From an optimization exercise on the open Yosys and OpenROAD flow, aimed at small area, a short achievable clock period and few clock cycles per item; shortcuts taken in it are not production practice. In this exercise RTL edits were held to simulation tests only and were not proved equivalent to the original.

File: flow/config.mk
export PLATFORM = sky130hd
export DESIGN_NAME = flex_bch
export DESIGN_NICKNAME = flex_bch
export VERILOG_FILES = /design/flow/design.v
export SDC_FILE = /design/flow/constraint.sdc
export NUM_CORES = 4
export LEC_CHECK = 0
export CAP_MARGIN = 20
export CORE_MARGIN = 2
export CORE_UTILIZATION = 40
export PLACE_DENSITY = 0.6
export SLEW_MARGIN = 20
File: flow/constraint.sdc
create_clock -name core_clock -period 8.0 [get_ports {clk}]
set_input_delay 1.6000 -clock core_clock [delete_from_list [all_inputs] [get_ports {clk}]]
set_output_delay 1.6000 -clock core_clock [all_outputs]
set_load 0.01 [all_outputs]
File: flow/run.sh
#!/bin/bash
# synth_recipe.tcl (not shown) runs the flow's synth.tcl, then flattens the netlist and writes it again
# the make line also repeats each setting of config.mk as NAME=value (left out here)
make -C /OpenROAD-flow-scripts/flow DESIGN_CONFIG=/design/flow/config.mk WORK_HOME=/design/flow/orfs CLKGATE_MAP_FILE= SYNTH_SCRIPT=/design/flow/synth_recipe.tcl finish
File: flow/design.v
module gf32_mul (
    input  wire [4:0] a,
    input  wire [4:0] b,
    output reg  [4:0] y
);
    reg [8:0] p;
    integer i;
    always @* begin
        p = 9'd0;
        for (i = 0; i < 5; i = i + 1)
            if (b[i]) p = p ^ ({4'd0, a} << i);
        for (i = 8; i >= 5; i = i - 1)
            if (p[i]) p = p ^ (9'b000100101 << (i - 5));
        y = p[4:0];
    end
endmodule
module gf32_inv3 (
    input  wire [4:0] a,
    output reg  [4:0] y
);
    always @* begin
        case (a)
            5'd1: y = 5'd1;
            5'd2: y = 5'd22;
            5'd3: y = 5'd13;
            5'd4: y = 5'd25;
            5'd5: y = 5'd27;
            5'd6: y = 5'd5;
            5'd7: y = 5'd9;
            5'd8: y = 5'd21;
            5'd9: y = 5'd10;
            5'd10: y = 5'd28;
            5'd11: y = 5'd14;
            5'd12: y = 5'd4;
            5'd13: y = 5'd20;
            5'd14: y = 5'd23;
            5'd15: y = 5'd30;
            5'd16: y = 5'd6;
            5'd17: y = 5'd2;
            5'd18: y = 5'd8;
            5'd19: y = 5'd7;
            5'd20: y = 5'd17;
            5'd21: y = 5'd11;
            5'd22: y = 5'd26;
            5'd23: y = 5'd31;
            5'd24: y = 5'd18;
            5'd25: y = 5'd3;
            5'd26: y = 5'd16;
            5'd27: y = 5'd29;
            5'd28: y = 5'd15;
            5'd29: y = 5'd12;
            5'd30: y = 5'd24;
            5'd31: y = 5'd19;
            default: y = 5'd0;
        endcase
    end
endmodule
module gf32_pos (
    input  wire [4:0]  a,
    output wire [30:0] m
);
    assign m[30] = (a == 5'd1);
    assign m[29] = (a == 5'd2);
    assign m[28] = (a == 5'd4);
    assign m[27] = (a == 5'd8);
    assign m[26] = (a == 5'd16);
    assign m[25] = (a == 5'd5);
    assign m[24] = (a == 5'd10);
    assign m[23] = (a == 5'd20);
    assign m[22] = (a == 5'd13);
    assign m[21] = (a == 5'd26);
    assign m[20] = (a == 5'd17);
    assign m[19] = (a == 5'd7);
    assign m[18] = (a == 5'd14);
    assign m[17] = (a == 5'd28);
    assign m[16] = (a == 5'd29);
    assign m[15] = (a == 5'd31);
    assign m[14] = (a == 5'd27);
    assign m[13] = (a == 5'd19);
    assign m[12] = (a == 5'd3);
    assign m[11] = (a == 5'd6);
    assign m[10] = (a == 5'd12);
    assign m[9] = (a == 5'd24);
    assign m[8] = (a == 5'd21);
    assign m[7] = (a == 5'd15);
    assign m[6] = (a == 5'd30);
    assign m[5] = (a == 5'd25);
    assign m[4] = (a == 5'd23);
    assign m[3] = (a == 5'd11);
    assign m[2] = (a == 5'd22);
    assign m[1] = (a == 5'd9);
    assign m[0] = (a == 5'd18);
endmodule
module flex_bch (
    input  wire        clk,
    input  wire        rst,
    input  wire        in_valid,
    output wire        in_ready,
    input  wire        in_op,
    input  wire [31:0] in_word,
    output wire        out_valid,
    input  wire        out_ready,
    output wire [31:0] out_word,
    output wire        out_ok,
    output wire [1:0]  out_nfix
);
    reg        full;
    reg        op;
    reg [31:0] w;
    assign in_ready  = !full || out_ready;
    assign out_valid = full;
    always @(posedge clk) begin
        if (rst)
            full <= 1'b0;
        else if (in_ready)
            full <= in_valid;
    end
    always @(posedge clk) begin
        if (in_ready && in_valid) begin
            op <= in_op;
            w  <= in_word;
        end
    end
    wire [9:0] E;
    wire [9:0] rem;
    assign E[0] = ^(w[20:0] & 21'h1ABC94);
    assign E[1] = ^(w[20:0] & 21'hD5E4A);
    assign E[2] = ^(w[20:0] & 21'h6AF25);
    assign E[3] = ^(w[20:0] & 21'h19EB06);
    assign E[4] = ^(w[20:0] & 21'hCF583);
    assign E[5] = ^(w[20:0] & 21'h1CC655);
    assign E[6] = ^(w[20:0] & 21'h14DFBE);
    assign E[7] = ^(w[20:0] & 21'hA6FDF);
    assign E[8] = ^(w[20:0] & 21'h1F8B7B);
    assign E[9] = ^(w[20:0] & 21'h157929);
    genvar gj;
    generate
        for (gj = 0; gj < 10; gj = gj + 1) begin : g_rem
            assign rem[gj] = w[30 - gj] ^ E[gj];
        end
    endgenerate
    wire [4:0] s1, s3;
    assign s1[0] = ^(rem & 10'h121);
    assign s1[1] = ^(rem & 10'h242);
    assign s1[2] = ^(rem & 10'h1A4);
    assign s1[3] = ^(rem & 10'h348);
    assign s1[4] = ^(rem & 10'h290);
    assign s3[0] = ^(rem & 10'h261);
    assign s3[1] = ^(rem & 10'h37C);
    assign s3[2] = ^(rem & 10'h130);
    assign s3[3] = ^(rem & 10'h3BE);
    assign s3[4] = ^(rem & 10'h1A8);
    wire [4:0] t, q, c, y0, x1, x2;
    gf32_inv3 u_inv3 (.a(s1), .y(t));
    gf32_mul  u_q    (.a(s3), .b(t), .y(q));
    assign c = q ^ 5'd1;
    assign y0[0] = ^(c & 5'h1F);
    assign y0[1] = ^(c & 5'h14);
    assign y0[2] = ^(c & 5'h18);
    assign y0[3] = ^(c & 5'h16);
    assign y0[4] = ^(c & 5'h8);
    wire trc = ^(c & 5'h9);
    gf32_mul  u_x1   (.a(s1), .b(y0), .y(x1));
    assign x2 = x1 ^ s1;
    wire [30:0] m1, m2;
    gf32_pos u_m1 (.a(x1), .m(m1));
    gf32_pos u_m2 (.a(x2), .m(m2));
    wire fix   = !op && !trc;               
    wire [30:0] mask = (m1 | m2) & {31{fix}};
    wire remz  = (rem == 10'd0);
    wire cz    = (c == 5'd0);
    assign out_ok      = op || remz || !trc;
    assign out_nfix    = {fix && !cz, fix && cz};
    assign out_word[31]    = w[31] && !out_ok;
    assign out_word[30:21] = op ? {E[0], E[1], E[2], E[3], E[4], E[5], E[6], E[7], E[8], E[9]} : (w[30:21] ^ mask[30:21]);
    assign out_word[20:0]  = w[20:0] ^ mask[20:0];
endmodule
==> run notes <==
cells in the mapped netlist (all sizes together), types with 7 or more instances:
| master | instances |
|---|---|
| clkbuf | 9 |
| xor3 | 8 |
| o221ai | 11 |
| edfxtp | 33 |
| xnor3 | 28 |
| o22ai | 16 |
| xor2 | 52 |
| nor2b | 9 |
| o41a | 7 |
| nor2 | 40 |
| o32ai | 9 |
| or4 | 7 |
| inv | 13 |
| xnor2 | 84 |
| a21oi | 18 |
| nand2b | 7 |
| buf | 24 |
| nor3 | 10 |
| nand3 | 39 |
| or3 | 7 |
| nand2 | 38 |
| o21ai | 13 |
critical path, delay by kind of cell, from the launching register on:
family                    cells  cell delay (ns)
AOI/OAI and AO/OA             3             0.58
xor gates and xnor gates     10             3.17
buffers and inverters         8             1.16
DFF                           1             0.46
and+or+nand+nor               7             1.68
logic make-up (layout without fill, tap and decap cells):
logic type               after synthesis  in the layout  synth area share [%]
adder cells (fa/ha/maj)                6              6                 1.356
multiplexers                           5              5                0.9264
AND/OR/NAND/NOR                      182            183                 16.38
AO/OA/AOI/OAI                        115            115                 16.13
buffers and inverters                 48            379                 6.123
flip-flops                            34             34                 18.26
XOR/XNOR                             172            173                 40.83
state kept, by name, summed over array words and instances (netlist names):
signal and cells:
full 1, op 1, w 32
metrics by stage:
step,instances,TNS (ns)
after floorplan,562,-8.436
after global placement,989,-21.65
after detailed placement,989,-23.16
after CTS,1036,-15.99
after global routing,1071,-27.78
final,1071,-22.02
repair_timing:
action | CTS | global route
hold buffers | 0 | 0
cloned | 1 | 2
setup endpoints to repair | 31 | 31
setup buffers | 38 | 33
pin swaps | 38 | 47
resized for setup | 177 | 107
area by class of cell:
cell class | instances | area (sq um)
multi-input cells | 482 | 5283
fillers | 945 | 3772
repair buffers | 358 | 2919
flip-flops and latches | 34 | 1011
well taps | 176 | 220.2
clock buffers | 6 | 128.9
inverters | 13 | 56.30
clock inverters | 2 | 10.01
layer usage:
metal / track usage, % / vias to the layer above / wire (um)
li1: - / 2729 / -
met5: 0 / - / 0
met3: 4.120 / 35 / 1366
met1: 37.94 / 2887 / 9154
met2: 42.17 / 242 / 9864
met4: 5.603 / 0 / 387
path summary, 6_finish.rpt:
path / end / start / slack [ns] / depth (start not counted)
setup / recovery: out_word[29] / w[4]$_DFFE_PP_ / -0.93 / 28
hold reg to reg: full$_SDFFE_PP0N_ / full$_SDFFE_PP0N_ / 0.53 / 2
setup reg to reg: w[23]$_DFFE_PP_ / full$_SDFFE_PP0N_ / 6.71 / 3
hold / removal: full$_SDFFE_PP0N_ / full$_SDFFE_PP0N_ / 0.53 / 2
==> impl_metrics.json <==
{
  "status": "failed layout checks",
  "failed_checks": "negative setup slack",
  "startpoint_type": "register",
  "holdWs_ns": 0.5264,
  "worstPathArrival_ns": 7.33,
  "fin_skew_ns": 0.002904,
  "fin_ws_ns": -0.9349,
  "fin_area_sq_um": 9628,
  "row_count": 42,
  "drt_iter0_drc": 613,
  "synth_seq_cells": 34,
  "clock_path_buffers": 2,
  "die_x_um": 121.7,
  "synth_ff_type": "edfxtp_1",
  "area_growth_pct": 73.86,
  "initial_utilization_pct": 41.33,
  "numCtsBuffers": 5,
  "max_stage_delay_ns": 0.49,
  "nNetsFinal": 937,
  "worst_ep_required_time_ns": 6.40,
  "avgSynthCellArea_sq_um": 9.854,
  "max_freq_mhz": 111.9,
  "synth_edf_count": 33,
  "slew_viol_final": 0,
  "worstPathMaxFanout": 7,
  "grt_use_total_pct": 26.39,
  "core_area_sq_um": 13400,
  "grt_pass1_wl_um": 30150,
  "fp.dieArea_sq_um": 14800,
  "worstMarginPinSlew_ns": 0.4263,
  "netlist_area_sq_um": 5538,
  "maxCapViolCount": 0,
  "io_pins": 74,
  "diodes": 0,
  "rsz0062_at_grt": "true",
  "worst-setup-path-type": "register to output port",
  "synth_top_area_share_pct": 17.89,
  "grt_pass1_vias": 5602,
  "finalHoldViolCount": 0,
  "synthCells": 562,
  "timing.final.crit_share_pct": 111.7,
  "vias": 5893,
  "ys_warn_count": 3,
  "wl_per_cell_um": 19.39,
  "clkSinkCount": 34,
  "place_area_sq_um": 8099,
  "dpl.hpwl_um": 14850,
  "cts.reportedPaths.clkPinSlew_ns": 0.05,
  "io_buffers": 73,
  "ant_nets": 0,
  "grt_max_degree": 35,
  "netlist_top_cells_area": "edfxtp_1 18%, xnor2_1 11%, xor2_1 7.4%, xnor3_2 6.4%, xnor3_1 5.3%",
  "cts_tree": "yes",
  "synthArstFlopShare_pct": 0,
  "seq_area_frac_synth_pct": 18.26,
  "setup_viol": 31,
  "slew_headroom_pct": 71.58,
  "dp_slack_ns": -0.8770,
  "synth.net_count": 605,
  "cts_root_buffer": "clkbuf_16",
  "min_period_ns": 8.935,
  "final_cell_mix": "258 x buf_4, 44 x xnor2_1, 42 x clkdlybuf4s50_1",
  "viasPerCell": 5.502,
  "place_congestion": 0.9283,
  "crit_slowest_cell": "or4_4",
  "dr.pass1.iters": 6,
  "drc": 0,
  "antenna_found_initial": 0,
  "cts_max_level": 2,
  "end_kind": "output port",
  "clock_latency_ns": 0.28,
  "synth_top_area_cell": "edfxtp_1",
  "ys_types": 81,
  "hold_class": "register to register",
  "totalWireLength_um": 20770,
  "fp.dieH_um": 121.7,
  "final_common_cell": "buf_4",
  "utilization_pct": 71.85,
  "drive_gt1_share_pct": 56.31,
  "cpMostUsedCell": "buf_4",
  "overflow": 0
}
Testbench counts, summed over its fixed seeds: cycles 4,808, items 4,800.

port drivers added, routing unchanged:
The flow's constraints put no driver on any port. The routed layout listed below was extracted and timed again, unchanged, in two steps.
Step 1 sets driving cells, clkbuf_16 on the clock port and buf_2 on the other inputs (assumed; they add their load-dependent delay and slew).
Step 2, shift: input delay + t, output delay - t, t = (earliest + latest rising clock arrival at the registers) / 2. This alone moves slack from input paths to output paths.
a / b / c = no drivers / after step 1 / after step 2; a / b = the first two.
t (ns): 0.317
setup slack, ns: -0.935 / -0.971 / -0.654
worst setup path after step 2: register to output
For this run, drivers alone change the setup slack by -0.036 ns; drivers and shift together by +0.281 ns.
